This is an optimization exercise on Yosys and OpenROAD, whose aim is small area, a short achievable clock period and few clock cycles, not a production implementation. At most, simulation tests tie the RTL to the original design; equivalence was not proved. The RTL of runs 1 and 2 was laid out without a check of its function. Power is estimated from default activity; no workload was simulated.

`design/flow/config.mk`:
```
export PLATFORM = sky130hd
export DESIGN_NAME = sbcore
export DESIGN_NICKNAME = sbcore
export VERILOG_FILES = /design/flow/design.v
export SDC_FILE = /design/flow/constraint.sdc
export NUM_CORES = 4
export LEC_CHECK = 0
export ABC_AREA = 1
export CAP_MARGIN = 20
export CORE_MARGIN = 2
export CORE_UTILIZATION = 40
export PLACE_DENSITY = 0.6
export SLEW_MARGIN = 20
```
`design/flow/constraint.sdc`:
```
create_clock -name core_clock -period 10.0 [get_ports {clk}]
set_input_delay 2.0000 -clock core_clock [delete_from_list [all_inputs] [get_ports {clk}]]
set_output_delay 2.0000 -clock core_clock [all_outputs]
set_load 0.01 [all_outputs]
```
`design/flow/design.v`:
```
module sbcore #(
    parameter [31:0] UART_BASE     = 32'h4000_C000,
    parameter [11:0] UART_DR_OFF   = 12'h000,
    parameter [11:0] UART_FR_OFF   = 12'h018,
    parameter [11:0] UART_IBRD_OFF = 12'h024,
    parameter [11:0] UART_FBRD_OFF = 12'h028,
    parameter [11:0] UART_LCR_OFF  = 12'h02C,
    parameter [11:0] UART_CR_OFF   = 12'h030,
    parameter integer FR_TXFF_BIT  = 5,
    parameter integer FR_RXFE_BIT  = 4
) (
    input  wire        clk,
    input  wire        rst,
    input  wire        host_we,
    input  wire [7:0]  host_addr,
    input  wire [31:0] host_wdata,
    output reg  [31:0] host_rdata,
    output reg         i2c_req,
    output reg  [2:0]  i2c_op,
    output reg  [7:0]  i2c_wdata,
    output reg         i2c_last,
    input  wire        i2c_ack,
    input  wire        i2c_nack,
    input  wire [7:0]  i2c_rdata,
    output reg         spi_req,
    output reg  [1:0]  spi_op,
    output reg  [7:0]  spi_wdata,
    input  wire        spi_ack,
    input  wire [7:0]  spi_rdata,
    output reg         uart_req,
    output reg         uart_we,
    output reg  [31:0] uart_addr,
    output reg  [31:0] uart_wdata,
    input  wire        uart_ack,
    input  wire [31:0] uart_rdata
);
    localparam [4:0] OP_NOP       = 5'h00,
                     OP_BAUD_CALC = 5'h01,
                     OP_UART_INIT = 5'h02,
                     OP_UART_WR   = 5'h03,
                     OP_UART_RD   = 5'h04,
                     OP_I2C_WR    = 5'h05,
                     OP_I2C_RD    = 5'h06,
                     OP_SPI_WR    = 5'h07,
                     OP_SPI_RD    = 5'h08,
                     OP_SPI_CMD   = 5'h09,
                     OP_SPI_CMDR  = 5'h0A,
                     OP_ASM16     = 5'h0B,
                     OP_ASM_SMP   = 5'h0C,
                     OP_POLL_INIT = 5'h0D,
                     OP_POLL_STEP = 5'h0E,
                     OP_POLL_RUN  = 5'h0F;
    localparam [3:0] R_OK = 4'd0, R_TIMEOUT = 4'd1, R_INV_LEN = 4'd2,
                     R_BUS_FAULT = 4'd3, R_INV_CFG = 4'd4, R_ILLEGAL = 4'd5;
    localparam [2:0] P_IDLE = 3'd0, P_EVAL = 3'd1, P_READY = 3'd2,
                     P_RETRY = 3'd3, P_TIMEOUT = 3'd4, P_FAULT = 3'd5;
    localparam [4:0] PH_QUICK    = 5'b00_000,   
                     PH_I_START  = 5'b01_000,
                     PH_I_RSTART = 5'b01_001,
                     PH_I_AW     = 5'b01_010,
                     PH_I_READ   = 5'b01_011,
                     PH_I_STOP   = 5'b01_100,
                     PH_I_AR     = 5'b01_101,
                     PH_I_REG    = 5'b01_110,
                     PH_I_DATA   = 5'b01_111,
                     PH_S_CSA    = 5'b10_000,
                     PH_S_INSTR  = 5'b10_001,
                     PH_S_CSD    = 5'b10_010,
                     PH_S_ADDRH  = 5'b10_011,
                     PH_S_RDATA  = 5'b10_100,
                     PH_S_ADDRL  = 5'b10_101,
                     PH_S_WDATA  = 5'b10_111,
                     PH_U_DIV    = 5'b11_000,   
                     PH_U_FBRD   = 5'b11_001,
                     PH_U_LCR    = 5'b11_010,
                     PH_U_CR     = 5'b11_011,
                     PH_U_FR     = 5'b11_100,
                     PH_U_DRW    = 5'b11_101,
                     PH_U_DRR    = 5'b11_110;
    function legal;
        input [31:0] w;
        begin
            case (w[4:0])
                OP_NOP, OP_BAUD_CALC, OP_UART_INIT, OP_ASM_SMP,
                OP_POLL_INIT, OP_POLL_STEP, OP_POLL_RUN:
                    legal = (w[31:5] == 27'd0);
                OP_UART_WR:
                    legal = (w[7:5] == 3'd0) && (w[15:8] == 8'd0) && (w[31:24] == 8'd0);
                OP_UART_RD:
                    legal = (w[7:5] == 3'd0) && (w[23:8] == 16'd0) && (w[31:29] == 3'd0);
                OP_I2C_WR, OP_SPI_WR:
                    legal = (w[7:5] == 3'd0) && (w[31:24] == 8'd0);
                OP_I2C_RD, OP_SPI_RD, OP_SPI_CMDR:
                    legal = (w[7:5] == 3'd0) && (w[23:16] == 8'd0) && (w[31:29] == 3'd0);
                OP_SPI_CMD, OP_ASM16:
                    legal = (w[7:5] == 3'd0) && (w[31:16] == 16'd0);
                default:
                    legal = 1'b0;
            endcase
        end
    endfunction
    function [4:0] txn_first;
        input [4:0] op;
        begin
            case (op)
                OP_UART_WR, OP_UART_RD: txn_first = PH_U_FR;
                OP_I2C_WR, OP_I2C_RD:   txn_first = PH_I_START;
                default:                txn_first = PH_S_CSA;
            endcase
        end
    endfunction
    function [3:0] code_of;
        input [2:0] s;
        begin
            case (s)
                P_TIMEOUT: code_of = R_TIMEOUT;
                P_FAULT:   code_of = R_BUS_FAULT;
                default:   code_of = R_OK;
            endcase
        end
    endfunction
    reg [31:0] cur;
    reg        busy, done, reject, cs, held;
    reg [3:0]  result;
    reg [6:0]  i2c_dev;
    reg [15:0] maddr;
    reg [31:0] clk_hz, baud;
    reg [15:0] ibrd;
    reg [5:0]  fbrd;
    reg [31:0] uart_lcr, uart_cr;
    reg [31:0] poll_cfg, poll_txn;
    reg [7:0]  p_last;
    reg [2:0]  p_state;
    reg [15:0] p_attempts;
    reg [15:0] asmv;
    reg [15:0] ch0, ch1, ch2, ch3, ch4, ch5;
    reg [7:0]  rxbuf [0:15];
    reg [4:0]  phase;
    reg [3:0]  idx;         
    reg        fault;       
    reg [28:0] d_rem;
    reg [23:0] d_quo;
    reg [3:0]  d_cnt;
    reg        d_fresh;     
    wire [7:0]  p_mask  = poll_cfg[7:0];
    wire [7:0]  p_match = poll_cfg[15:8];
    wire [15:0] p_max   = poll_cfg[31:16];
    wire [4:0]  t_op  = poll_txn[4:0];
    wire        txn_ok = legal(poll_txn) && (poll_txn[28:24] == 5'd1) &&
                         ((t_op == OP_SPI_RD) || (t_op == OP_SPI_CMDR) ||
                          (t_op == OP_UART_RD) ||
                          ((t_op == OP_I2C_RD) && (i2c_dev != 7'd0)));
    wire        att_ge_max = (p_attempts >= p_max);
    wire [15:0] att_inc    = p_attempts + 16'd1;
    wire        in_poll  = (cur[4:1] == 4'b0111);
    wire        poll_run = cur[0];
    wire [4:0]  x_op  = in_poll ? t_op : cur[4:0];
    wire [7:0]  x_a8  = in_poll ? poll_txn[15:8] : cur[15:8];
    wire [3:0]  x_lm1 = in_poll ? 4'd0 : (cur[27:24] - 4'd1);   
    wire        x_last = (idx == x_lm1);
    wire [7:0]  c_d8  = cur[23:16];
    wire [1:0]  ph_port = phase[4:3];
    wire [2:0]  ph_step = phase[2:0];
    wire        ack = (ph_port == 2'd1) ? i2c_ack :
                      (ph_port == 2'd2) ? spi_ack : uart_ack;
    wire [28:0] dv_r0 = d_fresh ? {17'd0, clk_hz[31:20]} : d_rem;
    wire [23:0] dv_q0 = d_fresh ? {clk_hz[19:0], 4'd0} : d_quo;
    wire [29:0] dv_t1 = {dv_r0, dv_q0[23]};
    wire [30:0] dv_d1 = {1'b0, dv_t1} - {2'd0, baud[28:0]};
    wire        dv_g1 = !dv_d1[30];
    wire [28:0] dv_r1 = dv_g1 ? dv_d1[28:0] : dv_t1[28:0];
    wire [29:0] dv_t2 = {dv_r1, dv_q0[22]};
    wire [30:0] dv_d2 = {1'b0, dv_t2} - {2'd0, baud[28:0]};
    wire        dv_g2 = !dv_d2[30];
    wire [28:0] dv_r2 = dv_g2 ? dv_d2[28:0] : dv_t2[28:0];
    wire [23:0] dv_q2 = {dv_q0[21:0], dv_g1, dv_g2};
    wire        dv_done = (d_cnt == 4'd12);
    wire        dv_step = d_fresh || !dv_done;
    wire [21:0] dv_y    = d_quo[23:2];
    wire        dv_rb   = d_quo[1];
    wire        n_small = (dv_y[21:6] == 16'd0) && !((dv_y[5:0] == 6'h3F) && dv_rb);
    wire        n_big   = (dv_y[21:6] == 16'hFFFF) && (dv_rb || (dv_y[5:0] != 6'd0));
    wire        div_ovf = (baud[28:12] == 17'd0) && (clk_hz[31:20] >= baud[11:0]);
    wire        div_ok  = !div_ovf && !n_small && !n_big;
    wire [21:0] div_n   = dv_y + {21'd0, dv_rb};
    wire        baud_bad = (baud == 32'd0) || (baud[31:29] != 3'd0);
    always @(*) begin
        case (host_addr[7:2])
            6'h00: host_rdata = cur;
            6'h01: host_rdata = {20'd0, result, 3'd0, held, cs, reject, done, busy};
            6'h02: host_rdata = {25'd0, i2c_dev};
            6'h03: host_rdata = {16'd0, maddr};
            6'h04: host_rdata = clk_hz;
            6'h05: host_rdata = baud;
            6'h06: host_rdata = {10'd0, fbrd, ibrd};
            6'h07: host_rdata = uart_lcr;
            6'h08: host_rdata = uart_cr;
            6'h09: host_rdata = poll_cfg;
            6'h0A: host_rdata = poll_txn;
            6'h0B: host_rdata = {p_attempts, 5'd0, p_state, p_last};
            6'h0C: host_rdata = {{16{asmv[15]}}, asmv};
            6'h0D: host_rdata = {ch1, ch0};
            6'h0E: host_rdata = {ch3, ch2};
            6'h0F: host_rdata = {ch5, ch4};
            6'h10: host_rdata = {rxbuf[3],  rxbuf[2],  rxbuf[1],  rxbuf[0]};
            6'h11: host_rdata = {rxbuf[7],  rxbuf[6],  rxbuf[5],  rxbuf[4]};
            6'h12: host_rdata = {rxbuf[11], rxbuf[10], rxbuf[9],  rxbuf[8]};
            6'h13: host_rdata = {rxbuf[15], rxbuf[14], rxbuf[13], rxbuf[12]};
            default: host_rdata = 32'd0;
        endcase
    end
    always @(*) begin
        i2c_req = busy && (ph_port == 2'd1);
        i2c_op = (ph_step[2] && ph_step[1:0] != 2'd0) ? 3'd2 : ph_step;
        i2c_last = x_last;
        case (ph_step)
            3'b010:  i2c_wdata = {i2c_dev, 1'b0};    
            3'b101:  i2c_wdata = {i2c_dev, 1'b1};    
            3'b110:  i2c_wdata = x_a8;               
            3'b111:  i2c_wdata = c_d8;               
            default: i2c_wdata = 8'd0;
        endcase
        if (ph_step != 3'b011) i2c_last = 1'b0;
        spi_req = busy && (ph_port == 2'd2);
        spi_op = (ph_step[0] || ph_step[2]) ? 2'd1 : ph_step[1:0];
        case (ph_step)
            3'b001:  spi_wdata = x_a8;            
            3'b011:  spi_wdata = maddr[15:8];     
            3'b101:  spi_wdata = maddr[7:0];      
            3'b111:  spi_wdata = c_d8;            
            default: spi_wdata = 8'd0;
        endcase
        uart_req = busy && (ph_port == 2'd3) &&
                   ((ph_step != 3'b000) || (cur[1] && dv_done && div_ok));
        uart_we = !ph_step[2] || (ph_step == 3'b101);
        case (ph_step)
            3'b000:  uart_addr = UART_BASE + {20'd0, UART_IBRD_OFF};
            3'b001:  uart_addr = UART_BASE + {20'd0, UART_FBRD_OFF};
            3'b010:  uart_addr = UART_BASE + {20'd0, UART_LCR_OFF};
            3'b011:  uart_addr = UART_BASE + {20'd0, UART_CR_OFF};
            3'b100:  uart_addr = UART_BASE + {20'd0, UART_FR_OFF};
            default: uart_addr = UART_BASE + {20'd0, UART_DR_OFF};
        endcase
        case (ph_step)
            3'b000:  uart_wdata = {16'd0, div_n[21:6]};
            3'b001:  uart_wdata = {26'd0, fbrd};
            3'b010:  uart_wdata = uart_lcr;
            3'b011:  uart_wdata = uart_cr;
            default: uart_wdata = {24'd0, c_d8};
        endcase
    end
    wire        wr_cmd = host_we && (host_addr[7:2] == 6'h00);
    wire        wr_rw  = host_we && ((host_addr[7:2] == 6'h02) || (host_addr[7:2] == 6'h03) ||
                                     (host_addr[7:2] == 6'h04) || (host_addr[7:2] == 6'h05) ||
                                     (host_addr[7:2] == 6'h07) || (host_addr[7:2] == 6'h08) ||
                                     (host_addr[7:2] == 6'h09) || (host_addr[7:2] == 6'h0A));
    wire        acc   = wr_cmd && !busy;
    wire        cfg_w = host_we && !busy;
    wire [31:0] w     = host_wdata;
    wire [4:0]  w_op  = w[4:0];
    wire        w_lg  = legal(w);
    wire        w_lbad = (w[28:24] == 5'd0) || (w[28:24] > 5'd16);
    wire        p_hit = ((p_last & p_mask) == p_match);
    reg  [4:0]  n_phase;
    reg  [3:0]  n_code;
    always @(*) begin
        n_phase = PH_QUICK;
        n_code = R_OK;
        if (!w_lg) begin
            n_code = R_ILLEGAL;
        end else begin
            case (w_op)
                OP_BAUD_CALC, OP_UART_INIT: begin
                    if (baud_bad) n_code = R_INV_CFG;
                    else          n_phase = PH_U_DIV;
                end
                OP_UART_WR: n_phase = PH_U_FR;
                OP_UART_RD, OP_SPI_RD, OP_SPI_CMDR: begin
                    if (w_lbad) n_code = R_INV_LEN;
                    else        n_phase = txn_first(w_op);
                end
                OP_I2C_WR: begin
                    if (i2c_dev == 7'd0) n_code = R_INV_CFG;
                    else                 n_phase = PH_I_START;
                end
                OP_I2C_RD: begin
                    if (i2c_dev == 7'd0) n_code = R_INV_CFG;
                    else if (w_lbad)     n_code = R_INV_LEN;
                    else                 n_phase = PH_I_START;
                end
                OP_SPI_WR, OP_SPI_CMD: n_phase = PH_S_CSA;
                OP_ASM16: if (w[15:8] > 8'd14) n_code = R_INV_LEN;
                OP_POLL_INIT: if (!txn_ok) n_code = R_INV_CFG;
                OP_POLL_STEP: begin
                    case (p_state)
                        P_IDLE: begin
                            if (att_ge_max)   n_code = R_TIMEOUT;
                            else if (!txn_ok) n_code = R_INV_CFG;
                            else              n_phase = txn_first(t_op);
                        end
                        P_EVAL: if (!p_hit && att_ge_max) n_code = R_TIMEOUT;
                        default: n_code = code_of(p_state);
                    endcase
                end
                OP_POLL_RUN: begin
                    if (!txn_ok)             n_code = R_INV_CFG;
                    else if (p_max == 16'd0) n_code = R_TIMEOUT;
                    else                     n_phase = txn_first(t_op);
                end
                default: ;
            endcase
        end
    end
    wire [3:0]  w_k   = w[11:8];
    wire [2:0]  k_oj  = w_k[3:1];
    wire [2:0]  k_ej  = w_k[3:1] + {2'd0, w_k[0]};
    wire [7:0]  k_o   = rxbuf[{k_oj, 1'b1}];
    wire [7:0]  k_e   = rxbuf[{k_ej, 1'b0}];
    wire [15:0] k_pair = w_k[0] ? {k_o, k_e} : {k_e, k_o};
    wire        is_rd   = (phase == PH_U_DRR) || (phase == PH_I_READ) || (phase == PH_S_RDATA);
    wire        rx_we   = busy && is_rd && ack;
    wire [7:0]  rx_byte = (ph_port == 2'd3) ? uart_rdata[7:0] :
                          (ph_port == 2'd1) ? i2c_rdata : spi_rdata;
    wire [7:0]  poll_byte = (ph_port == 2'd3) ? uart_rdata[7:0] : rxbuf[0];
    wire        poll_hit  = ((poll_byte & p_mask) == p_match);
    reg  [4:0]  s_phase;    
    reg         s_fin;      
    reg  [3:0]  s_code;
    reg         s_tend;     
    always @(*) begin
        s_phase = phase;
        s_fin = 1'b0;
        s_code = R_OK;
        s_tend = 1'b0;
        case (phase)
            PH_U_DIV: begin
                if (dv_done) begin
                    if (!div_ok) begin
                        s_fin = 1'b1; s_code = R_INV_CFG;
                    end else if (!cur[1]) begin
                        s_fin = 1'b1;
                    end else if (ack) begin
                        s_phase = PH_U_FBRD;
                    end
                end
            end
            PH_U_FBRD: if (ack) s_phase = PH_U_LCR;
            PH_U_LCR:  if (ack) s_phase = PH_U_CR;
            PH_U_CR:   if (ack) s_fin = 1'b1;
            PH_U_FR: begin
                if (ack) begin
                    if (x_op == OP_UART_WR) begin
                        if (!uart_rdata[FR_TXFF_BIT]) s_phase = PH_U_DRW;
                    end else begin
                        if (!uart_rdata[FR_RXFE_BIT]) s_phase = PH_U_DRR;
                    end
                end
            end
            PH_U_DRW: if (ack) s_fin = 1'b1;
            PH_U_DRR: begin
                if (ack) begin
                    if (x_last) s_tend = 1'b1;
                    else        s_phase = PH_U_FR;
                end
            end
            PH_I_START:  if (ack) s_phase = PH_I_AW;
            PH_I_AW:     if (ack) s_phase = i2c_nack ? PH_I_STOP : PH_I_REG;
            PH_I_REG: begin
                if (ack) begin
                    if (i2c_nack)               s_phase = PH_I_STOP;
                    else if (x_op == OP_I2C_WR) s_phase = PH_I_DATA;
                    else                        s_phase = PH_I_RSTART;
                end
            end
            PH_I_DATA:   if (ack) s_phase = PH_I_STOP;
            PH_I_RSTART: if (ack) s_phase = PH_I_AR;
            PH_I_AR:     if (ack) s_phase = i2c_nack ? PH_I_STOP : PH_I_READ;
            PH_I_READ:   if (ack && x_last) s_phase = PH_I_STOP;
            PH_I_STOP:   if (ack) s_tend = 1'b1;
            PH_S_CSA:    if (ack) s_phase = PH_S_INSTR;
            PH_S_INSTR: begin
                if (ack) begin
                    case (x_op)
                        OP_SPI_WR, OP_SPI_RD: s_phase = PH_S_ADDRH;
                        OP_SPI_CMDR:          s_phase = PH_S_RDATA;
                        default:              s_phase = PH_S_CSD;
                    endcase
                end
            end
            PH_S_ADDRH:  if (ack) s_phase = PH_S_ADDRL;
            PH_S_ADDRL:  if (ack) s_phase = (x_op == OP_SPI_WR) ? PH_S_WDATA : PH_S_RDATA;
            PH_S_WDATA:  if (ack) s_phase = PH_S_CSD;
            PH_S_RDATA:  if (ack && x_last) s_phase = PH_S_CSD;
            PH_S_CSD:    if (ack) s_tend = 1'b1;
            default:     s_fin = 1'b1;      
        endcase
        if (s_tend) begin
            if (!in_poll || fault) begin
                s_fin = 1'b1;
                s_code = fault ? R_BUS_FAULT : R_OK;
            end else if (!poll_run || poll_hit) begin
                s_fin = 1'b1;
            end else if (att_inc == p_max) begin
                s_fin = 1'b1; s_code = R_TIMEOUT;
            end else begin
                s_phase = txn_first(t_op);    
            end
        end
    end
    wire        s_poll_end = busy && s_tend && in_poll;
    wire        s_restart  = s_poll_end && !s_fin;
    wire        nrst = !rst;
    function [31:0] upd;
        input        ld;
        input [31:0] nx;
        input [31:0] q;
        begin
            upd = ({32{ld && nrst}} & nx) | ({32{!ld && nrst}} & q);
        end
    endfunction
    wire [5:0]  wa = host_addr[7:2];
    always @(posedge clk) begin
        cur      <= upd(acc, w, cur);
        i2c_dev  <= upd(cfg_w && wa == 6'h02, w, {25'd0, i2c_dev});
        maddr    <= upd(cfg_w && wa == 6'h03, w, {16'd0, maddr});
        clk_hz   <= upd(cfg_w && wa == 6'h04, w, clk_hz);
        baud     <= upd(cfg_w && wa == 6'h05, w, baud);
        uart_lcr <= upd(cfg_w && wa == 6'h07, w, uart_lcr);
        uart_cr  <= upd(cfg_w && wa == 6'h08, w, uart_cr);
        poll_cfg <= upd(cfg_w && wa == 6'h09, w, poll_cfg);
        poll_txn <= upd(cfg_w && wa == 6'h0A, w, poll_txn);
    end
    wire        div_commit = busy && (phase == PH_U_DIV) && dv_done && div_ok;
    always @(posedge clk) begin
        {ibrd, fbrd} <= upd(div_commit, {10'd0, div_n}, {10'd0, ibrd, fbrd});
        {d_rem, d_quo[23:21]} <= upd(dv_step, {dv_r2, dv_q2[23:21]}, {d_rem, d_quo[23:21]});
        d_quo[20:0] <= upd(dv_step, dv_q2[20:0], d_quo[20:0]);
        if (rst) begin
            d_cnt <= 4'd0;
            d_fresh <= 1'b0;
        end else begin
            d_fresh <= cfg_w && (wa == 6'h04 || wa == 6'h05);
            if (d_fresh)      d_cnt <= 4'd1;
            else if (dv_step) d_cnt <= d_cnt + 4'd1;
        end
    end
    wire        asm_ld = acc && w_lg && (w_op == OP_ASM16) && (w[15:8] <= 8'd14);
    wire        smp_ld = acc && w_lg && (w_op == OP_ASM_SMP);
    always @(posedge clk) begin
        asmv <= upd(asm_ld, k_pair, asmv);
        {ch1, ch0} <= upd(smp_ld, {rxbuf[2],  rxbuf[3],  rxbuf[0],  rxbuf[1]},  {ch1, ch0});
        {ch3, ch2} <= upd(smp_ld, {rxbuf[8],  rxbuf[9],  rxbuf[4],  rxbuf[5]},  {ch3, ch2});
        {ch5, ch4} <= upd(smp_ld, {rxbuf[12], rxbuf[13], rxbuf[10], rxbuf[11]}, {ch5, ch4});
    end
    integer i;
    always @(posedge clk) begin
        for (i = 0; i < 16; i = i + 1)
            rxbuf[i] <= upd(rx_we && idx == i, rx_byte, rxbuf[i]);
    end
    wire        pinit = acc && w_lg && txn_ok &&
                        ((w_op == OP_POLL_INIT) || (w_op == OP_POLL_RUN));
    wire        pstep = acc && w_lg && (w_op == OP_POLL_STEP);
    reg  [2:0]  p_state_nx;
    always @(*) begin
        p_state_nx = p_state;
        if (pinit) begin
            p_state_nx = (w_op == OP_POLL_RUN && p_max == 16'd0) ? P_TIMEOUT : P_IDLE;
        end else if (pstep) begin
            case (p_state)
                P_IDLE:  if (att_ge_max) p_state_nx = P_TIMEOUT;
                P_EVAL:  p_state_nx = p_hit ? P_READY : att_ge_max ? P_TIMEOUT : P_RETRY;
                P_RETRY: p_state_nx = P_IDLE;
                default: ;
            endcase
        end else if (s_poll_end) begin
            if (fault)                          p_state_nx = P_FAULT;
            else if (!poll_run)                 p_state_nx = P_EVAL;
            else if (poll_hit)                  p_state_nx = P_READY;
            else if (att_inc == p_max)          p_state_nx = P_TIMEOUT;
            else                                p_state_nx = P_IDLE;
        end
    end
    always @(posedge clk) begin
        p_attempts <= upd(pinit || s_poll_end, pinit ? 16'd0 : att_inc, p_attempts);
        p_last <= upd(pinit || (s_poll_end && !fault), pinit ? 8'd0 : poll_byte, p_last);
        p_state <= rst ? P_IDLE : p_state_nx;
    end
    always @(posedge clk) begin
        if (rst) begin
            busy <= 1'b0; done <= 1'b0; reject <= 1'b0; cs <= 1'b0; held <= 1'b0;
            result <= R_OK;
            phase <= PH_QUICK; idx <= 4'd0; fault <= 1'b0;
        end else begin
            if (host_we && busy && (wr_cmd || wr_rw)) reject <= 1'b1;
            if (acc) begin
                busy <= 1'b1;
                done <= 1'b0;
                reject <= 1'b0;
                result <= n_code;       
                phase <= n_phase;
                idx <= 4'd0;
                fault <= 1'b0;
            end else if (busy) begin
                phase <= s_phase;
                if (rx_we) idx <= idx + 4'd1;
                if (s_restart) begin
                    idx <= 4'd0;
                    fault <= 1'b0;
                end
                if (ph_port == 2'd1 && ph_step[1] && !ph_step[0] && ack && i2c_nack)
                    fault <= 1'b1;     
                if (ph_port == 2'd1 && (ph_step == 3'b101 || ph_step == 3'b111) && ack && i2c_nack)
                    fault <= 1'b1;     
                if (phase == PH_I_START && ack) held <= 1'b1;
                if (phase == PH_I_STOP && ack)  held <= 1'b0;
                if (phase == PH_S_CSA && ack)   cs <= 1'b1;
                if (phase == PH_S_CSD && ack)   cs <= 1'b0;
                if (s_fin) begin
                    busy <= 1'b0;
                    done <= 1'b1;
                    if (phase != PH_QUICK) result <= s_code;
                end
            end
        end
    end
endmodule
```
`design/flow/run.sh`:
```
#!/bin/bash
# synth_recipe.tcl (not shown) runs the flow's synth.tcl, then flattens the netlist and writes it again
# the make line also repeats each setting of config.mk as NAME=value (left out here)
make -C /OpenROAD-flow-scripts/flow DESIGN_CONFIG=/design/flow/config.mk WORK_HOME=/design/flow/orfs CLKGATE_MAP_FILE= SYNTH_SCRIPT=/design/flow/synth_recipe.tcl finish
```
==> metrics.csv, run 1 <==
stage,metric,value,unit
setup_path,cp.required,8000,ps
cells_and_area,syn_to_final_growth,14.8,%
timing,worst_pin_slew,1220,ps
detailed_routing,via_per_inst,6.14,
cells_and_area,utilization,46.1,%
setup_path,critPathLaunchType,primary input,
detailed_routing,dr.pass1.iters,7,
setup_path,cpPeakStageDelay,800,ps
yosys,synth-edff-count,0,
yosys,ys_top_cells_by_area,"dfxtp_1, o22ai_1, nand2_1, inv_1, ha_1",
timing,fmax,121,MHz
timing,fin_setup_tns,0,ps
setup_path,cp-end-kind,output port,
timing,max_slew_margin,19.0,%
timing,setup_viol,0,
place,gp_congestion,1.03,
yosys,async_flop_share,0,%
cells_and_area,design_area,38400,sq um
clock_network,postCtsSetupBuffers,0,
setup_path,cp.arrival,6270,ps
clock_network,path_clk_slew,60,ps
die,chipWidth,293,um
die,num_rows,106,
die,io_pins,217,
flow_run,drv_cap,0,
yosys,synth_seq_cells,612,
pwr,power,8.97,mW
timing,rsz0062_at_grt,no,
die,initial_core_util,40.2,%
place,dp_slack,1830,ps
setup_path,path_cells,clkdlybuf4s50_1 -> nor2_1 -> inv_1 -> nor2_1 -> inv_1 -> nor2_1 -> buf_4 -> inv_1 -> buf_4 -> o22ai_1 -> nor4_1 -> o2111ai_1 -> clkdlybuf4s50_1,
setup_path,cp_top_family,buffers and inverters,
clock_network,root_buffer,clkbuf_16,
timing,setup_slack,1730,ps
detailed_routing,wl_per_cell,26.3,um
yosys,yosysWarnings,2,
detailed_routing,drtIter0Drc,5131,
yosys,synth_area,33500,sq um
yosys,synth-seq-area-share,36.6,%
cells_and_area,final_cell_mix,"nand2_1, inv_1, o22ai_1, dfxtp_1, nor2_1",
min_path,holdCritPathClass,flop to flop,
clock_network,cts_buffers,72,
setup_path,path_class,primary input to output port,
setup_path,r2r_start,d_fresh$_SDFF_PP0_,
place,portBuffers,162,
detailed_routing,postRouteAntennaNets,0,
place,postPlaceCellArea,36100,sq um
place,dpl.hpwl,117000,um
grt,grtUsageTotal,34.9,%
yosys,ys_types,67,
setup_path,cp-startpoint,host_addr[7],
yosys,netlist.area_leader.share,36.6,%
min_path,hp-start,d_rem[25]$_DFF_P_,
die,die_y,293,um
clock_network,cts.path.max_buffers,3,
setup_path,critPathBufInv,7,
setup_path,worstPathMaxFanout,16,
pwr,power_density,233,nW/um^2
grt,grt_max_degree,97,
run_status,run_status,"complete, no violations",
die,core_region_area,83300,sq um
detailed_routing,vias,36400,
cells_and_area,final_common_cell,nand2_1,
timing,skew,40.7,ps
yosys,post_synth.cell_area_avg,7.14,sq um
clock_network,cts_sinks,612,
timing,fin_crit,8270,ps
pwr,ir_drop,0.344,mV
clock_network,cts_tree,yes,
grt,first_global_vias,32600,
yosys,synth-main-ff-cell,dfxtp_1,
cells_and_area,post_route_cells_drive_above_1_share,5.54,%
pwr,p_leak,14.5,nW
yosys,syn_inst,4686,
clock_network,holdBufCountCts,0,
clock_network,cts.htree.levels,3,
detailed_routing,totalWireLength,156000,um
cells_and_area,final_nets,4987,
grt,grt_pass1_wl,223000,um
setup_path,cp_slowest_cell,nor4_1,
detailed_routing,drc,0,
die,die_area,86000,sq um
timing,fin_crit_sh,82.7,%
clock_network,insertion_delay,640,ps
clock_network,cts_resized,0,
yosys,yosys.area.top_type,dfxtp_1,
grt,antenna_found_initial,1,
timing,hold_viol_final,0,
timing,final_max_slew_viol_count,0,
grt,overflow,0,
## path summary, 6_finish.rpt
check,end,slack (ps),cells past startpoint
max,host_rdata[18],1730,13
min,d_rem[25]$_DFF_P_,450,2
max reg2reg,d_rem[0]$_DFF_P_,2790,27
min reg2reg,d_rem[25]$_DFF_P_,450,2
## report_power, final
group          leakage (nW)  switching, mW  internal, mW
registers              4.94         0.0329          2.52
clock network          1.14           1.13          1.56
logic                  8.38           2.41          1.32
## logic make-up after synthesis
group                      Yosys count  share of synthesized area (%)
other                                2                         0.0225
adders and majority gates          104                           3.93
and+or+nand+nor                   1543                           20.3
xor gates and xnor gates            72                           1.97
buffers and inverters             1019                           12.0
muxes                                1                         0.0299
AOI/OAI and AO/OA                 1333                           25.1
DFF                                612                           36.6
## synthesized netlist by cell type (all sizes together), types with 23 or more instances
cell	number
clkbuf	146
o22ai	697
o211ai	38
xor2	47
nand4	80
buf	82
o21ai	240
nand3	266
nor4	47
a221oi	65
nand2	781
a21oi	148
inv	771
nor3	50
xnor2	23
nor2	296
o2111ai	25
dfxtp	612
ha	102
## worst min-delay path, delay by kind of cell, from the launching register on
kind | cells | cell delay (ps)
and+or+nand+nor | 2 | 100
DFF | 1 | 310
## per-stage QoR
step | cells | hold slack (ps)
after global routing | 5921 | 475
after CTS | 5921 | 454
final | 5922 | 455
after detailed placement | 5794 | 442
after floorplan | 4712 | 421
after global placement | 5794 | 436
## final cells by class
cell class	count	area, sq um
fillers	8492	44900
multi-input cells	3081	17400
flip-flops and latches	612	12300
inverters	791	2970
repair buffers	230	2130
clock buffers	103	2040
well taps	1080	1350
clock inverters	24	305
diodes	1	2.50
## layer usage
metal  share of wire [%]  track usage, %  vias to the layer above
met5              0.0058               0                        -
met4                 5.8            18.2                        2
met2                  41            50.7                     2330
li1                    -               -                    16500
met1                  41            47.9                    17100
met3                  12            8.05                      386
## state kept, by name, indices dropped and copies added (netlist names), 7 cells and up
signal and flops:
rxbuf 128, baud 32, clk_hz 32, cur 32
poll_cfg 32, poll_txn 32, uart_cr 32, uart_lcr 32
d_rem 29, d_quo 24, asmv 16, ch0 16
ch1 16, ch2 16, ch3 16, ch4 16
ch5 16, ibrd 16, maddr 16, p_attempts 16
p_last 8, i2c_dev 7
==> inputs of run 2 (changes only) <==
--- a/design/flow/config.mk
+++ b/design/flow/config.mk
@@ -8,6 +8,7 @@
 export ABC_AREA = 1
 export CAP_MARGIN = 20
 export CORE_MARGIN = 2
-export CORE_UTILIZATION = 40
-export PLACE_DENSITY = 0.6
+export CORE_UTILIZATION = 55
+export PLACE_DENSITY = 0.7
+export SETUP_SLACK_MARGIN = 4.0
 export SLEW_MARGIN = 20
==> metrics.csv, run 2 <==
stage,metric,value,unit,change
run_status,run_status,"complete, no violations",,
yosys,ys_top_cells_by_area,"dfxtp_1, o22ai_1, nand2_1, inv_1, ha_1",,
clock_network,path_clk_slew,60,ps,about the same
die,core_region_area,60200,sq um,-28%
timing,final_max_slew_viol_count,0,,unchanged
cells_and_area,final_nets,5076,,+1.8%
grt,grtUsageTotal,47.5,%,+13 points
yosys,ys_types,67,,unchanged
die,initial_core_util,55.5,%,+15 points
yosys,post_synth.cell_area_avg,7.14,sq um,unchanged
yosys,async_flop_share,0,%,unchanged
detailed_routing,dr.pass1.iters,10,,+3
clock_network,cts.htree.levels,3,,unchanged
timing,fin_crit,6190,ps,-2080 ps
cells_and_area,largest_register_ffs,128,,unchanged
setup_path,ff2ff_path_depth,23,,-15%
die,die_area,62800,sq um,-27%
flow_run,drv_cap,0,,unchanged
cells_and_area,syn_to_final_growth,19.3,%,
yosys,synth.most_common_cell,nand2_1,,
detailed_routing,postRouteAntennaNets,0,,unchanged
detailed_routing,wl_per_cell,27.2,um,+3.2%
grt,antenna_found_initial,3,,+2
cells_and_area,final_cell_mix,"nand2_1, inv_1, o22ai_1, dfxtp_1, nor2_1",,
clock_network,cts.path.max_buffers,3,,unchanged
timing,fin_setup_tns,0,ps,unchanged
die,die_y,251,um,-15%
timing,skew,25.4,ps,-15.3 ps
yosys,synth-edff-count,0,,unchanged
clock_network,cts_buffers,68,,-5.6%
setup_path,cp.depth,12,,-1
yosys,netlist.area_leader.share,36.6,%,unchanged
timing,hold_viol_final,0,,unchanged
pwr,ir_drop,0.470,mV,+36%
min_path,holdCritPathClass,flop to flop,,
detailed_routing,drc,0,,unchanged
timing,hold_ws,457,ps,+2.24 ps
pwr,power_density,225,nW/um^2,-3.7%
pwr,p_switching,3.61,mW,+0.91%
pwr,clkPwrFrac,28.7,%,-1.3 points
pwr,internal_power,5.36,mW,-0.56%
grt,grt_pass1_wl,223000,um,-0.13%
setup_path,cp_slowest_cell,nor4_4,,
pwr,pwr-share-comb,42.8,%,+1.2 points
pwr,power,8.97,mW,about the same
timing,rsz0062_at_grt,yes,,
setup_path,path_class,primary input to output port,,
setup_path,cp_top_family,buffers and inverters,,
die,chipWidth,251,um,-15%
clock_network,holdBufCountCts,0,,unchanged
detailed_routing,via_per_inst,6.66,,+8.4%
timing,max_slew_margin,23.7,%,+4.7 points
setup_path,path_cells,clkbuf_4 -> nand2_2 -> nor2_1 -> buf_4 -> inv_2 -> nor2_2 -> inv_2 -> buf_4 -> o21ai_1 -> nor4_4 -> o2111ai_2 -> clkbuf_2,,
yosys,synth_commonest_cells,"nand2_1, inv_1, o22ai_1",,
yosys,synth-seq-area-share,36.6,%,unchanged
yosys,syn_inst,4686,,unchanged
clock_network,root_buffer,clkbuf_16,,
pwr,p_seq_share,28.5,%,about the same
setup_path,worstPathMaxFanout,10,,-6
clock_network,cts_sinks,612,,unchanged
cells_and_area,final_common_cell,nand2_1,,
cells_and_area,n_fill_cell,5365,,-37%
setup_path,cp.arrival,4190,ps,-2080 ps
die,io_pins,217,,unchanged
setup_path,cp.required,8000,ps,about the same
yosys,synth_area,33500,sq um,unchanged
yosys,synth-main-ff-cell,dfxtp_1,,
clock_network,insertion_delay,640,ps,about the same
grt,first_global_vias,34100,,+4.6%
setup_path,ff2ff_setup_slack,4280,ps,+1490 ps
yosys,yosysWarnings,2,,unchanged
timing,fmax,161,MHz,+34%
yosys,synth_seq_cells,612,,unchanged
min_path,holdPathStages,2,,unchanged
pwr,power.share.switching,40.2,%,+0.35 points
cells_and_area,largest-register,rxbuf,,
clock_network,cts_tree,yes,,
pwr,p_leak,15.3,nW,+5.5%
timing,fin_crit_sh,61.9,%,-21 points
detailed_routing,vias,38000,,+4.6%
detailed_routing,drtIter0Drc,6350,,+24%
yosys,yosys.area.top_type,dfxtp_1,,
setup_path,cp-end-kind,output port,,
place,gp_congestion,1.08,,+4.4%
cells_and_area,post_route_cells_drive_above_1_share,11.0,%,+5.5 points
detailed_routing,totalWireLength,155000,um,-0.43%
timing,worst_pin_slew,1140,ps,-74.4 ps
grt,overflow,0,,unchanged
grt,grt_max_degree,84,,-13%
setup_path,cpPeakStageDelay,480,ps,-320 ps
place,dpl.hpwl,112000,um,-3.7%
die,num_rows,90,,-15%
timing,setup_viol,0,,unchanged
place,portBuffers,162,,unchanged
setup_path,critPathLaunchType,primary input,,
setup_path,critPathBufInv,6,,-1
run 2: cell counts after synthesis:
No cell type changed its count.
run 2: what timing repair did:
action	4_1_cts	5_1_grt
gates resized for setup	322	92
buffers inserted	61	21
pin swaps	56	30
gates cloned	6	1
endpoints found under the setup margin	62	64
run 2: tightest hold or removal path, stage by stage, from the launching register on:
cell,delay [ps]
dfxtp_1,300
inv_1,60
a21oi_1,60
run 2: cell families (layout without fill, tap and decap cells):
logic type	Yosys count	in the layout	synth area share, %
xor+xnor	72	72	1.97
mux	1	1	0.0299
flops	612	612	36.6
compound gates	1333	1333	25.1
buf+inv	1019	1231	12.0
simple gates	1543	1545	20.3
fa+ha+maj	104	104	3.93
other cells	2	31	0.0225
run 2: power by group through the flow:
stage               registers [mW]  clock network [mW]  logic [mW]
floorplan                     2.60                   0        2.75
global placement              2.61                   0        3.53
detailed placement            2.61                   0        3.54
CTS                           2.55                2.54        3.65
global route                  2.56                2.64        4.24
finish                        2.56                2.57        3.84
run 2: layout make-up:
| type | count | area [sq um] | share of cell area (%) |
|---|---|---|---|
| tap | 782 | 978 | 2.45 |
| clock buffer | 97 | 1910 | 4.79 |
| timing repair inverter | 1 | 7.51 | 0.0188 |
| inverter | 791 | 3040 | 7.62 |
| antenna | 3 | 7.51 | 0.0188 |
| multi-input combinational | 3083 | 18500 | 46.4 |
| clock inverter | 22 | 289 | 0.724 |
| sequential | 612 | 12300 | 30.7 |
| timing repair buffer | 320 | 2920 | 7.32 |
run 2: stage by stage:
step                worst slack (ps)  std cells  utilization (%)  instance area [sq um]
finish                          3810       5711             66.3                  39900
global route                    3870       5708             66.2                  39900
CTS                             3940       5686             65.4                  39400
detailed placement              2070       5500             59.3                  35700
global placement                2080       5500             59.3                  35700
floorplan                       4610       4712                -                  33500
run 2: final timing paths:
kind | from | endpoint
max | host_addr[5] | host_rdata[29]
min reg2reg | reject$_SDFFE_PP0P_ | reject$_SDFFE_PP0P_
min | reject$_SDFFE_PP0P_ | reject$_SDFFE_PP0P_
max reg2reg | d_fresh$_SDFF_PP0_ | d_quo[0]$_DFF_P_
run 2: metal layers:
metal / part of all wire, % / GRT usage, %
met5: 0.0071 / 0
met4: 8.0 / 31.1
met3: 15 / 15.0
met2: 40 / 66.3
met1: 38 / 62.6
==> inputs of run 3 (changes only) <==
--- a/design/flow/design.v
+++ b/design/flow/design.v
@@ -141,7 +141,6 @@
     reg [28:0] d_rem;
     reg [23:0] d_quo;
     reg [3:0]  d_cnt;
-    reg        d_fresh;     
     wire [7:0]  p_mask  = poll_cfg[7:0];
     wire [7:0]  p_match = poll_cfg[15:8];
     wire [15:0] p_max   = poll_cfg[31:16];
@@ -163,8 +162,8 @@
     wire [2:0]  ph_step = phase[2:0];
     wire        ack = (ph_port == 2'd1) ? i2c_ack :
                       (ph_port == 2'd2) ? spi_ack : uart_ack;
-    wire [28:0] dv_r0 = d_fresh ? {17'd0, clk_hz[31:20]} : d_rem;
-    wire [23:0] dv_q0 = d_fresh ? {clk_hz[19:0], 4'd0} : d_quo;
+    wire [28:0] dv_r0 = d_rem;
+    wire [23:0] dv_q0 = d_quo;
     wire [29:0] dv_t1 = {dv_r0, dv_q0[23]};
     wire [30:0] dv_d1 = {1'b0, dv_t1} - {2'd0, baud[28:0]};
     wire        dv_g1 = !dv_d1[30];
@@ -175,7 +174,7 @@
     wire [28:0] dv_r2 = dv_g2 ? dv_d2[28:0] : dv_t2[28:0];
     wire [23:0] dv_q2 = {dv_q0[21:0], dv_g1, dv_g2};
     wire        dv_done = (d_cnt == 4'd12);
-    wire        dv_step = d_fresh || !dv_done;
+    wire        dv_step = !dv_done;
     wire [21:0] dv_y    = d_quo[23:2];
     wire        dv_rb   = d_quo[1];
     wire        n_small = (dv_y[21:6] == 16'd0) && !((dv_y[5:0] == 6'h3F) && dv_rb);
@@ -311,7 +310,7 @@
             endcase
         end
     end
-    wire [3:0]  w_k   = w[11:8];
+    wire [3:0]  w_k   = cur[11:8];
     wire [2:0]  k_oj  = w_k[3:1];
     wire [2:0]  k_ej  = w_k[3:1] + {2'd0, w_k[0]};
     wire [7:0]  k_o   = rxbuf[{k_oj, 1'b1}];
@@ -430,22 +429,23 @@
         poll_cfg <= upd(cfg_w && wa == 6'h09, w, poll_cfg);
         poll_txn <= upd(cfg_w && wa == 6'h0A, w, poll_txn);
     end
+    wire        d_cw = cfg_w && (wa == 6'h04);
+    wire        d_bw = cfg_w && (wa == 6'h05);
+    wire        d_run  = !d_cw && !d_bw && dv_step;
+    wire        d_hold = !d_cw && !d_bw && !dv_step;
     wire        div_commit = busy && (phase == PH_U_DIV) && dv_done && div_ok;
     always @(posedge clk) begin
         {ibrd, fbrd} <= upd(div_commit, {10'd0, div_n}, {10'd0, ibrd, fbrd});
-        {d_rem, d_quo[23:21]} <= upd(dv_step, {dv_r2, dv_q2[23:21]}, {d_rem, d_quo[23:21]});
-        d_quo[20:0] <= upd(dv_step, dv_q2[20:0], d_quo[20:0]);
-        if (rst) begin
-            d_cnt <= 4'd0;
-            d_fresh <= 1'b0;
-        end else begin
-            d_fresh <= cfg_w && (wa == 6'h04 || wa == 6'h05);
-            if (d_fresh)      d_cnt <= 4'd1;
-            else if (dv_step) d_cnt <= d_cnt + 4'd1;
-        end
+        {d_rem, d_quo} <= ({53{d_cw && nrst}} & {17'd0, w[31:20], w[19:0], 4'd0}) |
+                          ({53{d_bw && nrst}} & {17'd0, clk_hz[31:20], clk_hz[19:0], 4'd0}) |
+                          ({53{d_run && nrst}} & {dv_r2, dv_q2}) |
+                          ({53{d_hold && nrst}} & {d_rem, d_quo});
+        if (rst || d_cw || d_bw) d_cnt <= 4'd0;
+        else if (dv_step)        d_cnt <= d_cnt + 4'd1;
     end
-    wire        asm_ld = acc && w_lg && (w_op == OP_ASM16) && (w[15:8] <= 8'd14);
-    wire        smp_ld = acc && w_lg && (w_op == OP_ASM_SMP);
+    wire        q_ok   = busy && (phase == PH_QUICK) && (result == R_OK);
+    wire        asm_ld = q_ok && (cur[4:0] == OP_ASM16);
+    wire        smp_ld = q_ok && (cur[4:0] == OP_ASM_SMP);
     always @(posedge clk) begin
         asmv <= upd(asm_ld, k_pair, asmv);
         {ch1, ch0} <= upd(smp_ld, {rxbuf[2],  rxbuf[3],  rxbuf[0],  rxbuf[1]},  {ch1, ch0});
--- a/design/flow/config.mk
+++ b/design/flow/config.mk
@@ -10,5 +10,5 @@
 export CORE_MARGIN = 2
 export CORE_UTILIZATION = 55
 export PLACE_DENSITY = 0.7
-export SETUP_SLACK_MARGIN = 4.0
+export SETUP_SLACK_MARGIN = 4.5
 export SLEW_MARGIN = 20
==> metrics.csv, run 3 <==
stage,metric,value,unit,change
run_status,run_status,"complete, no violations",,
timing,rsz0062_at_grt,yes,,
yosys,synth_simple_gate_area_share,21.4,%,+1.1 points
cells_and_area,final_cell_mix,"nand2_1, inv_1, o22ai_1, dfxtp_1",,
die,die_y,250,um,about the same
grt,grt_pass1_wl,240000,um,+7.6%
cells_and_area,syn_to_final_growth,24.4,%,
setup_path,cp-end-kind,output port,,
detailed_routing,met2_length,66200,um,+7.8%
timing,setup_slack,4060,ps,+259 ps
detailed_routing,highest_layer,met5,,
yosys,synth_xor_area_share,2.28,%,+0.31 points
yosys,ys_top_cells_by_area,"dfxtp_1, o22ai_1, nand2_1, inv_1, nand3_1",,
cells_and_area,design_area,41500,sq um,+4.1%
min_path,hp-start,asmv[4]$_DFF_P_,,
yosys,ys_types,65,,-3.0%
cells_and_area,largest_register_ffs,128,,unchanged
cells_and_area,final_nets,5134,,+1.1%
pwr,power,8.95,mW,-0.19%
detailed_routing,postRouteAntennaNets,0,,unchanged
grt,antenna_found_initial,11,,+8
detailed_routing,vias,39400,,+3.6%
die,io_pins,217,,unchanged
setup_path,crit_end,host_rdata[1],,
clock_network,holdBufCountCts,0,,unchanged
setup_path,critPathLaunchType,primary input,,
detailed_routing,drc,0,,unchanged
setup_path,critPathBufInv,6,,unchanged
clock_network,path_clk_slew,60,ps,about the same
yosys,synth_compound_area_share,24.2,%,-0.88 points
detailed_routing,drt-met1-wl,57700,um,-1.9%
yosys,synth_seq_cells,611,,-0.16%
cells_and_area,utilization,69.1,%,+2.8 points
timing,fmax,168,MHz,+4.4%
detailed_routing,wl_per_cell,29.1,um,+7.1%
clock_network,root_buffer,clkbuf_16,,
yosys,synth-main-ff-cell,dfxtp_1,,
yosys,synth_top_family_by_area,compound AO/OA/AOI/OAI gates,,
setup_path,cp_slowest_cell,nor4_4,,
yosys,netlist.area_leader.share,36.6,%,about the same
clock_network,cts_buffers,69,,+1.5%
place,placed_cells,5514,,+0.25%
setup_path,cpPeakStageDelay,590,ps,+110 ps
setup_path,r2r_end,d_rem[17]$_DFF_P_,,
yosys,synth-seq-area-share,36.6,%,about the same
die,chipWidth,250,um,about the same
place,portBuffers,162,,unchanged
setup_path,cp_top_family,simple AND/OR/NAND/NOR gates,,
setup_path,ff2ff_setup_slack,4660,ps,+380 ps
place,dpl.hpwl,116000,um,+3.6%
setup_path,worstPathMaxFanout,15,,+5
place,dp_slack,1920,ps,-148 ps
timing,setup_viol,0,,unchanged
setup_path,r2r_start,baud[0]$_DFF_P_,,
min_path,holdCritPathClass,flop to flop,,
grt,first_global_vias,36000,,+5.5%
grt,overflow,0,,unchanged
timing,fin_setup_tns,0,ps,unchanged
detailed_routing,wl_met3,26600,um,+17%
yosys,yosysWarnings,2,,unchanged
yosys,yosys.area.top_type,dfxtp_1,,
yosys,muxShareOfSynthArea,0,%,-0.030 points
yosys,post_synth.cell_area_avg,7.10,sq um,-0.49%
place,postPlaceCellArea,35600,sq um,-0.22%
cells_and_area,final_cells,5777,,+1.2%
yosys,synth_commonest_cells,"nand2_1, inv_1, o22ai_1",,
yosys,synth-edff-count,0,,unchanged
die,die_area,62700,sq um,-0.19%
timing,worst_pin_slew,1160,ps,+23.7 ps
timing,skew,29.4,ps,+4.04 ps
cells_and_area,post_route_cells_drive_above_1_share,13.4,%,+2.4 points
setup_path,crit_path_frequent_cell,inv_4,,
detailed_routing,via_per_inst,6.82,,+2.4%
timing,max_slew_margin,22.3,%,-1.3 points
cells_and_area,final_common_cell,nand2_1,,
grt,grtUsageTotal,51.7,%,+4.3 points
yosys,async_flop_share,0,%,unchanged
timing,final_max_slew_viol_count,0,,unchanged
clock_network,insertion_delay,670,ps,+30 ps
pwr,p_leak,16.0,nW,+4.6%
yosys,syn_inst,4700,,+0.30%
setup_path,ff2ff_path_depth,26,,+13%
timing,fin_crit,5940,ps,-259 ps
setup_path,cp.arrival,3940,ps,-250 ps
die,core_region_area,60100,sq um,-0.19%
detailed_routing,totalWireLength,168000,um,+8.3%
setup_path,cp.required,8000,ps,about the same
yosys,synth_area,33400,sq um,-0.19%
timing,fin_crit_sh,59.4,%,-2.6 points
die,num_rows,90,,unchanged
grt,grt_max_degree,97,,+15%
place,gp_congestion,1.09,,+0.97%
clock_network,cts_tree,yes,,
timing,hold_viol_final,0,,unchanged
setup_path,path_class,primary input to output port,,
clock_network,cts_sinks,611,,-0.16%
yosys,synth.most_common_cell,nand2_1,,
flow_run,drv_cap,0,,unchanged
pwr,power_density,216,nW/um^2,-4.1%
timing,hold_ws,461,ps,+4.11 ps
setup_path,path_cells,buf_8 -> inv_4 -> nor2_1 -> inv_2 -> nor2_4 -> inv_4 -> buf_16 -> o22ai_2 -> nor4_4 -> nand4_1 -> buf_2,,
clock_network,cts.htree.levels,3,,unchanged
yosys,synthAdderAreaFrac,3.79,%,-0.14 points
die,initial_core_util,55.5,%,about the same
clock_network,cts.path.max_buffers,3,,unchanged
setup_path,cp-startpoint,host_addr[3],,
setup_path,cp.depth,11,,-1
cells_and_area,largest-register,rxbuf,,
pwr,ir_drop,0.422,mV,-10%
detailed_routing,dr.pass1.iters,10,,unchanged
detailed_routing,drtIter0Drc,6696,,+5.4%
run 3: changes by cell type in the layout (fill, tap and decap cells not counted), sizes merged, moves of 8 or more:
| cell | delta |
|---|---|
| nor3 | +14 |
| o22ai | -33 |
| inv | -24 |
| o221ai | +13 |
| o2111ai | +11 |
| buf | +53 |
| clkbuf | -9 |
| nand2 | +60 |
| o21ai | +8 |
| o211ai | -14 |
| a22oi | -18 |
| xor2 | +12 |
run 3: worst min path at each step:
stage,endpoint,slack (ps),cells past startpoint
6_report,asmv[4]$_DFF_P_,460,2
5_1_grt,asmv[4]$_DFF_P_,470,2
3_3_place_gp,asmv[13]$_DFF_P_,440,2
4_1_cts,asmv[13]$_DFF_P_,450,2
3_5_place_dp,asmv[13]$_DFF_P_,440,2
2_1_floorplan,cur[7]$_DFF_P_,420,2
run 3: cell families (layout without fill, tap and decap cells):
logic type | after synthesis | after routing
DFF | 611 | 611
and+or+nand+nor | 1632 | 1634
xor gates and xnor gates | 82 | 82
other | 2 | 33
adders and majority gates | 100 | 100
AOI/OAI and AO/OA | 1288 | 1288
buffers and inverters | 985 | 1247
run 3: metal layers:
layer	global-route usage [%]	up-vias
li1	-	16800
met1	60.7	18000
met2	72.9	3436
met3	23.1	1122
met4	40.9	10
met5	0.849	-
run 3: worst register-to-register path: stages, from the launching register on:
cell,delay [ps]
dfxtp_1,450
ha_1,340
fa_1,470
o21ai_4,260
a21boi_1,180
o21bai_2,210
nand3_4,140
nand2_8,120
clkinvlp_4,80
buf_4,190
o21ai_0,320
ha_1,350
nand2_1,80
nand2_1,50
o21ai_1,230
o21ai_4,130
nand3_1,100
nand3_1,160
a21oi_1,340
o21ai_1,160
nand2_2,160
nand2_2,100
buf_12,190
nor2_4,160
buf_12,170
nand2_1,90
nand3_1,80
run 3: power by group:
| part | switching, mW | leakage, nW | internal [mW] | total, mW |
|---|---|---|---|---|
| Sequential | 0.0466 | 4.93 | 2.51 | 2.55 |
| Clock | 1.14 | 1.17 | 1.61 | 2.74 |
| Combinational | 2.33 | 9.86 | 1.33 | 3.65 |
run 3: what timing repair did:
| item | 4_1_cts | 5_1_grt |
|---|---|---|
| pin swaps | 80 | 45 |
| endpoints found under the setup margin | 72 | 85 |
| setup buffers | 95 | 27 |
| gates cloned | 14 | 0 |
| resized for setup | 533 | 101 |
run 3: final cells by class:
class | instances | area, sq um
Inverter | 765 | 3000
Clock buffer | 97 | 1990
Tap cell | 782 | 978
Timing Repair Buffer | 357 | 3630
Sequential cell | 611 | 12200
Multi-Input combinational cell | 3132 | 19300
Clock inverter | 25 | 400
Antenna cell | 5 | 12.5
Fill cell | 5182 | 18600
Timing Repair inverter | 3 | 22.5
Testbench counts of run 3, summed over its fixed seeds: cycles 9,436.
==> inputs of run 4 (changes only) <==
--- a/design/flow/config.mk
+++ b/design/flow/config.mk
@@ -9,6 +9,9 @@
 export CAP_MARGIN = 20
 export CORE_MARGIN = 2
 export CORE_UTILIZATION = 55
+export CTS_BUF_LIST = sky130_fd_sc_hd__clkbuf_16
+export CTS_CLUSTER_DIAMETER = 60
+export CTS_CLUSTER_SIZE = 16
 export PLACE_DENSITY = 0.7
 export SETUP_SLACK_MARGIN = 4.5
 export SLEW_MARGIN = 20
==> metrics.csv, run 4 <==
stage,metric,value,unit,change
run_status,run_status,"complete, no violations",,
timing,skew,32.0,ps,+2.55 ps
setup_path,cp.required,8000,ps,about the same
timing,fin_crit,5980,ps,+43.2 ps
yosys,synth_top_family_by_area,compound AO/OA/AOI/OAI gates,,
detailed_routing,totalWireLength,168000,um,about the same
yosys,synth.most_common_cell,nand2_1,,
grt,grtUsageTotal,51.1,%,-0.60 points
cells_and_area,post_route_cells_drive_above_1_share,13.9,%,+0.47 points
yosys,netlist.area_leader.share,36.6,%,unchanged
clock_network,cts.htree.levels,2,,-1
setup_path,critPathLaunchType,primary input,,
setup_path,worstPathMaxFanout,15,,unchanged
clock_network,cts.path.max_buffers,3,,unchanged
grt,antenna_found_initial,6,,-5
timing,fin_crit_sh,59.8,%,+0.43 points
cells_and_area,final_common_cell,nand2_1,,
grt,overflow,0,,unchanged
clock_network,insertion_delay,680,ps,about the same
timing,fmax,167,MHz,-0.72%
yosys,synth_seq_cells,611,,unchanged
detailed_routing,via_per_inst,6.82,,about the same
clock_network,path_clk_slew,70,ps,about the same
yosys,synth_xor_area_share,2.28,%,unchanged
detailed_routing,postRouteAntennaNets,0,,unchanged
cells_and_area,largest-register,rxbuf,,
timing,hold_viol_final,0,,unchanged
die,initial_core_util,55.5,%,unchanged
grt,grt_max_degree,97,,unchanged
place,gp_congestion,1.09,,unchanged
detailed_routing,vias,39300,,-0.15%
cells_and_area,n_fill_cell,5157,,-0.48%
flow_run,drv_cap,0,,unchanged
yosys,ys_types,65,,unchanged
setup_path,cp-end-kind,output port,,
pwr,p_leak,15.8,nW,-0.83%
yosys,synth_simple_gate_area_share,21.4,%,unchanged
die,io_pins,217,,unchanged
yosys,synth_commonest_cells,"nand2_1, inv_1, o22ai_1",,
clock_network,holdBufCountCts,0,,unchanged
yosys,syn_inst,4700,,unchanged
min_path,holdCritPathClass,flop to flop,,
yosys,synth-main-ff-cell,dfxtp_1,,
place,dpl.hpwl,116000,um,unchanged
detailed_routing,drc,0,,unchanged
clock_network,cts_tree,yes,,
grt,grt_pass1_wl,237000,um,-1.1%
detailed_routing,wl_per_cell,29.2,um,+0.32%
setup_path,path_class,primary input to output port,,
clock_network,root_buffer,clkbuf_16,,
cells_and_area,final_cell_mix,"nand2_1, inv_1, dfxtp_1, o22ai_1, nand3_1",,
cells_and_area,final_cells,5764,,-0.23%
yosys,ys_top_cells_by_area,"dfxtp_1, o22ai_1, nand2_1, inv_1, nand3_1",,
pwr,power,8.43,mW,-5.8%
yosys,async_flop_share,0,%,unchanged
die,chipWidth,250,um,unchanged
grt,first_global_vias,35600,,-1.2%
clock_network,cts_sinks,611,,unchanged
die,num_rows,90,,unchanged
yosys,synth-seq-area-share,36.6,%,unchanged
yosys,synth_compound_area_share,24.2,%,unchanged
timing,hold_ws,462,ps,+0.806 ps
die,die_y,250,um,unchanged
cells_and_area,final_nets,5145,,+0.21%
clock_network,cts_buffers,53,,-23%
timing,final_max_slew_viol_count,0,,unchanged
cells_and_area,syn_to_final_growth,24.1,%,
pwr,ir_drop,0.441,mV,+4.5%
timing,max_slew_margin,21.1,%,-1.2 points
cells_and_area,largest_register_ffs,128,,unchanged
die,die_area,62700,sq um,unchanged
place,placed_cells,5514,,unchanged
timing,rsz0062_at_grt,yes,,
timing,setup_viol,0,,unchanged
yosys,post_synth.cell_area_avg,7.10,sq um,unchanged
timing,worst_pin_slew,1180,ps,+18.1 ps
yosys,synth-edff-count,0,,unchanged
pwr,power_density,203,nW/um^2,-5.6%
die,core_region_area,60100,sq um,unchanged
yosys,muxShareOfSynthArea,0,%,unchanged
yosys,synth_area,33400,sq um,unchanged
place,portBuffers,162,,unchanged
yosys,yosysWarnings,2,,unchanged
detailed_routing,dr.pass1.iters,17,,+7
yosys,yosys.area.top_type,dfxtp_1,,
timing,fin_setup_tns,0,ps,unchanged
yosys,synthAdderAreaFrac,3.79,%,unchanged
detailed_routing,drtIter0Drc,6955,,+3.9%
setup_path,cp.arrival,3980,ps,+40 ps
run 4: cell counts after synthesis:
Identical to the previous run, type by type.
run 4: area by class of cell:
| class | count | area [sq um] | area share (%) |
|---|---|---|---|
| repair inverters | 3 | 22.5 | 0.0543 |
| clock inverters | 31 | 347 | 0.836 |
| flip-flops and latches | 611 | 12200 | 29.5 |
| inverters | 765 | 3020 | 7.28 |
| repair buffers | 384 | 3970 | 9.58 |
| well taps | 782 | 978 | 2.36 |
| clock buffers | 55 | 1380 | 3.32 |
| multi-input cells | 3132 | 19500 | 47.0 |
| diodes | 1 | 2.50 | 0.00604 |
run 4: worst max-delay path, cell delays in order:
cell	delay, ps
buf_12	130
nor2_4	170
nand2_4	100
nor2_4	180
clkinvlp_4	150
buf_4	190
clkbuf_16	210
o22ai_1	290
a21oi_2	120
nand4_1	230
buf_2	190
run 4: logic make-up (layout without fill, tap and decap cells):
kind of cell             after synthesis  after routing
other                                  2             29
adder cells (fa/ha/maj)              100            100
buffers and inverters                985           1238
XOR/XNOR                              82             82
AND/OR/NAND/NOR                     1632           1634
flip-flops                           611            611
AO/OA/AOI/OAI                       1288           1288
run 4: final timing paths:
| path | startpoint | to | slack [ps] | cells past startpoint |
|---|---|---|---|---|
| min | asmv[13]$_DFF_P_ | asmv[13]$_DFF_P_ | 460 | 2 |
| max | host_addr[5] | host_rdata[7] | 4020 | 11 |
| min reg2reg | asmv[13]$_DFF_P_ | asmv[13]$_DFF_P_ | 460 | 2 |
| max reg2reg | baud[0]$_DFF_P_ | d_rem[14]$_DFF_P_ | 4610 | 26 |
run 4: per-layer routing:
metal	GRT usage (%)	vias up	part of all wire, %
met4	40.0	14	11
met1	61.7	17900	34
met2	72.1	3487	39
met5	1.93	-	0.083
met3	20.2	1133	16
li1	-	16800	-
run 4: report_power, final:
part | total, mW | switching, mW | internal (mW)
Combinational | 3.68 | 2.35 | 1.33
Clock | 2.20 | 1.06 | 1.14
Sequential | 2.55 | 0.0470 | 2.50
run 4: timing repair:
item                                    in CTS  in global routing
setup buffers                              113                 35
cloned                                      14                  1
endpoints found under the setup margin      72                 87
gates resized for setup                    535                174
pin swaps                                   77                 73
hold endpoints to repair                     0                  0
run 4: through the flow:
stage / instance area (sq um) / util [%] / setup slack, ps
finish: 41400 / 68.9 / 4020
global route: 41400 / 68.9 / 4110
CTS: 40200 / 66.9 / 4200
detailed placement: 35600 / 59.2 / 1920
global placement: 35600 / 59.2 / 1960
floorplan: 33500 / - / 4520
==> inputs of run 5 (changes only) <==
==> design/flow/flow/run.sh (new file) <==
#!/bin/bash
# Own flow: the standard synthesis and layout (standard.sh), except that
# placement buffers the ports with sky130_fd_sc_hd__buf_1 (the smallest
# buffer; timing repair upsizes those on critical paths). The full output
# of the layout goes to layout.log here.
set -euo pipefail
export BUFFER_PORTS_ARGS="-buffer_cell sky130_fd_sc_hd__buf_1"
bash ./standard.sh > ./layout.log 2>&1
==> design/flow/standard.sh (new file) <==
#!/bin/bash
# synth_recipe.tcl (not shown) runs the flow's synth.tcl, then flattens the netlist and writes it again
# the make line also repeats each setting of config.mk as NAME=value (left out here)
make -C /OpenROAD-flow-scripts/flow DESIGN_CONFIG=/design/flow/config.mk WORK_HOME=/design/flow/orfs CLKGATE_MAP_FILE= SYNTH_SCRIPT=/design/flow/synth_recipe.tcl "${@:-finish}"
--- a/design/flow/config.mk
+++ b/design/flow/config.mk
@@ -9,9 +9,6 @@
 export CAP_MARGIN = 20
 export CORE_MARGIN = 2
 export CORE_UTILIZATION = 55
-export CTS_BUF_LIST = sky130_fd_sc_hd__clkbuf_16
-export CTS_CLUSTER_DIAMETER = 60
-export CTS_CLUSTER_SIZE = 16
 export PLACE_DENSITY = 0.7
 export SETUP_SLACK_MARGIN = 4.5
 export SLEW_MARGIN = 20
removed: design/flow/run.sh
==> metrics.csv, run 5 <==
stage,metric,value,unit,change
detailed_routing,postRouteAntennaNets,0,,unchanged
place,dpl.hpwl,117000,um,+0.76%
setup_path,cp.required,8000,ps,about the same
place,gp_congestion,1.05,,-3.4%
setup_path,cp_slowest_cell,nand4_1,,
yosys,syn_inst,4700,,unchanged
yosys,synth-edff-count,0,,unchanged
timing,rsz0062_at_grt,yes,,
yosys,synth_xor_area_share,2.28,%,unchanged
die,die_area,62700,sq um,unchanged
yosys,muxShareOfSynthArea,0,%,unchanged
setup_path,critPathLaunchType,primary input,,
grt,grt_max_degree,97,,unchanged
setup_path,cpPeakStageDelay,260,ps,-30 ps
yosys,post_synth.cell_area_avg,7.10,sq um,unchanged
setup_path,path_cells,buf_8 -> nor2_4 -> inv_4 -> buf_6 -> nor2_4 -> clkinv_4 -> nor2_4 -> clkinv_4 -> buf_12 -> o22ai_4 -> a2111oi_4 -> nand4_1 -> buf_2,,
clock_network,path_clk_slew,60,ps,about the same
pwr,clkPwrFrac,29.1,%,+3.0 points
clock_network,root_buffer,clkbuf_16,,
die,core_region_area,60100,sq um,unchanged
yosys,yosys.area.top_type,dfxtp_1,,
timing,max_slew_margin,15.7,%,-5.4 points
pwr,p_switching,3.52,mW,+1.9%
yosys,async_flop_share,0,%,unchanged
clock_network,cts_buffers,67,,+26%
grt,first_global_vias,36100,,+1.4%
pwr,internal_power,5.33,mW,+7.1%
cells_and_area,post_route_cells_drive_above_1_share,12.9,%,-0.98 points
yosys,synthAdderAreaFrac,3.79,%,unchanged
detailed_routing,drc,0,,unchanged
die,io_pins,217,,unchanged
detailed_routing,totalWireLength,169000,um,+0.55%
clock_network,cts.htree.levels,3,,+1
clock_network,cts_sinks,611,,unchanged
pwr,ir_drop,0.401,mV,-9.1%
detailed_routing,vias,39600,,+0.74%
cells_and_area,largest_register_ffs,128,,unchanged
yosys,synth.most_common_cell,nand2_1,,
pwr,p_leak,15.3,nW,-3.1%
pwr,p_seq_share,28.9,%,-1.4 points
yosys,synth_commonest_cells,"nand2_1, inv_1, o22ai_1",,
clock_network,insertion_delay,640,ps,-40 ps
cells_and_area,utilization,67.5,%,-1.4 points
clock_network,holdBufCountCts,0,,unchanged
die,num_rows,90,,unchanged
run_status,run_status,"complete, no violations",,
cells_and_area,final_nets,5135,,-0.19%
die,initial_core_util,55.5,%,unchanged
die,chipWidth,250,um,unchanged
timing,hold_viol_final,0,,unchanged
setup_path,worstPathMaxFanout,10,,-5
yosys,synth_top_family_by_area,compound AO/OA/AOI/OAI gates,,
timing,fin_crit_sh,60.6,%,+0.78 points
timing,setup_viol,0,,unchanged
timing,fmax,165,MHz,-1.3%
cells_and_area,syn_to_final_growth,21.6,%,
yosys,synth-main-ff-cell,dfxtp_1,,
setup_path,cp.arrival,4060,ps,+80 ps
place,portBuffers,162,,unchanged
yosys,ys_top_cells_by_area,"dfxtp_1, o22ai_1, nand2_1, inv_1, nand3_1",,
grt,grt_pass1_wl,241000,um,+1.7%
grt,overflow,0,,unchanged
clock_network,cts_tree,yes,,
timing,worst_pin_slew,1250,ps,+70.1 ps
yosys,yosysWarnings,2,,unchanged
timing,fin_setup_tns,0,ps,unchanged
cells_and_area,final_cell_mix,"nand2_1, inv_1, dfxtp_1, o22ai_1, nor2_1",,
grt,antenna_found_initial,14,,+8
grt,grtUsageTotal,52.2,%,+1.1 points
pwr,pwr-share-comb,42.1,%,-1.5 points
yosys,netlist.area_leader.share,36.6,%,unchanged
run 5: cell counts after synthesis:
No cell type changed its count.
run 5: logic make-up (layout without fill, tap and decap cells):
family | count (synthesis) | in the layout
AOI/OAI and AO/OA | 1288 | 1288
buffers and inverters | 985 | 1244
adders and majority gates | 100 | 100
other | 2 | 40
and+or+nand+nor | 1632 | 1635
DFF | 611 | 611
xor gates and xnor gates | 82 | 82
run 5: worst paths after layout:
kind                                    endpoint       startpoint  slack, ps  depth (start not counted)
worst min register to register   asmv[3]$_DFF_P_  asmv[3]$_DFF_P_        460                          2
worst max register to register  d_rem[8]$_DFF_P_  baud[0]$_DFF_P_       4760                         27
worst max-delay path              host_rdata[15]     host_addr[7]       3940                         13
worst min-delay path             asmv[3]$_DFF_P_  asmv[3]$_DFF_P_        460                          2
run 5: critical path: cells and delay by family:
kind	cells	cell delay (ps)
buffers and inverters	7	1000
AND/OR/NAND/NOR	4	750
AO/OA/AOI/OAI	2	270
run 5: area by class of cell:
cell class,instances,area [sq um]
Clock inverter,17,179
Timing Repair inverter,4,75.1
Antenna cell,12,30.0
Multi-Input combinational cell,3133,19100
Clock buffer,100,2030
Tap cell,782,978
Timing Repair Buffer,358,2910
Sequential cell,611,12200
Inverter,765,3040
Fill cell,5159,19500
run 5: metal layers:
metal | GRT usage (%) | vias up | routed length [um]
li1 | - | 16800 | -
met2 | 74.4 | 3432 | 67600
met3 | 20.2 | 1079 | 25700
met1 | 62.6 | 18300 | 58300
met4 | 41.1 | 16 | 17700
met5 | 1.54 | - | 166
run 5: power by group through the flow:
stage	Combinational, mW	Sequential [mW]	Clock, mW
6_report	3.72	2.55	2.57
5_1_grt	4.11	2.56	2.64
4_1_cts	3.52	2.55	2.54
3_5_place_dp	3.30	2.61	0
3_3_place_gp	3.28	2.60	0
2_1_floorplan	2.52	2.59	0
run 5: metrics by stage:
step / cell area [sq um] / cells / worst slack [ps] / hold slack [ps] / power [mW]
2_1_floorplan: 33500 / 4726 / 4520 / 424 / 5.11
3_3_place_gp: 34500 / 5506 / 2600 / 441 / 5.89
3_5_place_dp: 34500 / 5506 / 2490 / 444 / 5.91
4_1_cts: 39700 / 5734 / 4090 / 456 / 8.61
5_1_grt: 40600 / 5771 / 3980 / 473 / 9.30
6_report: 40600 / 5782 / 3940 / 461 / 8.85
run 5: what timing repair did:
action                     4_1_cts  5_1_grt
buffers inserted                94       35
cloned                          17        1
gates resized for setup        363      127
pin swaps                       58       53
setup endpoints to repair       62       72

Check on run 5: ideal ports give 3.944 ns setup slack; a clkbuf_16 on the clock port and buf_2 on the inputs give 3.902 ns; moving port delays by the midpoint clock arrival (0.704 ns) as well gives 3.902 ns.
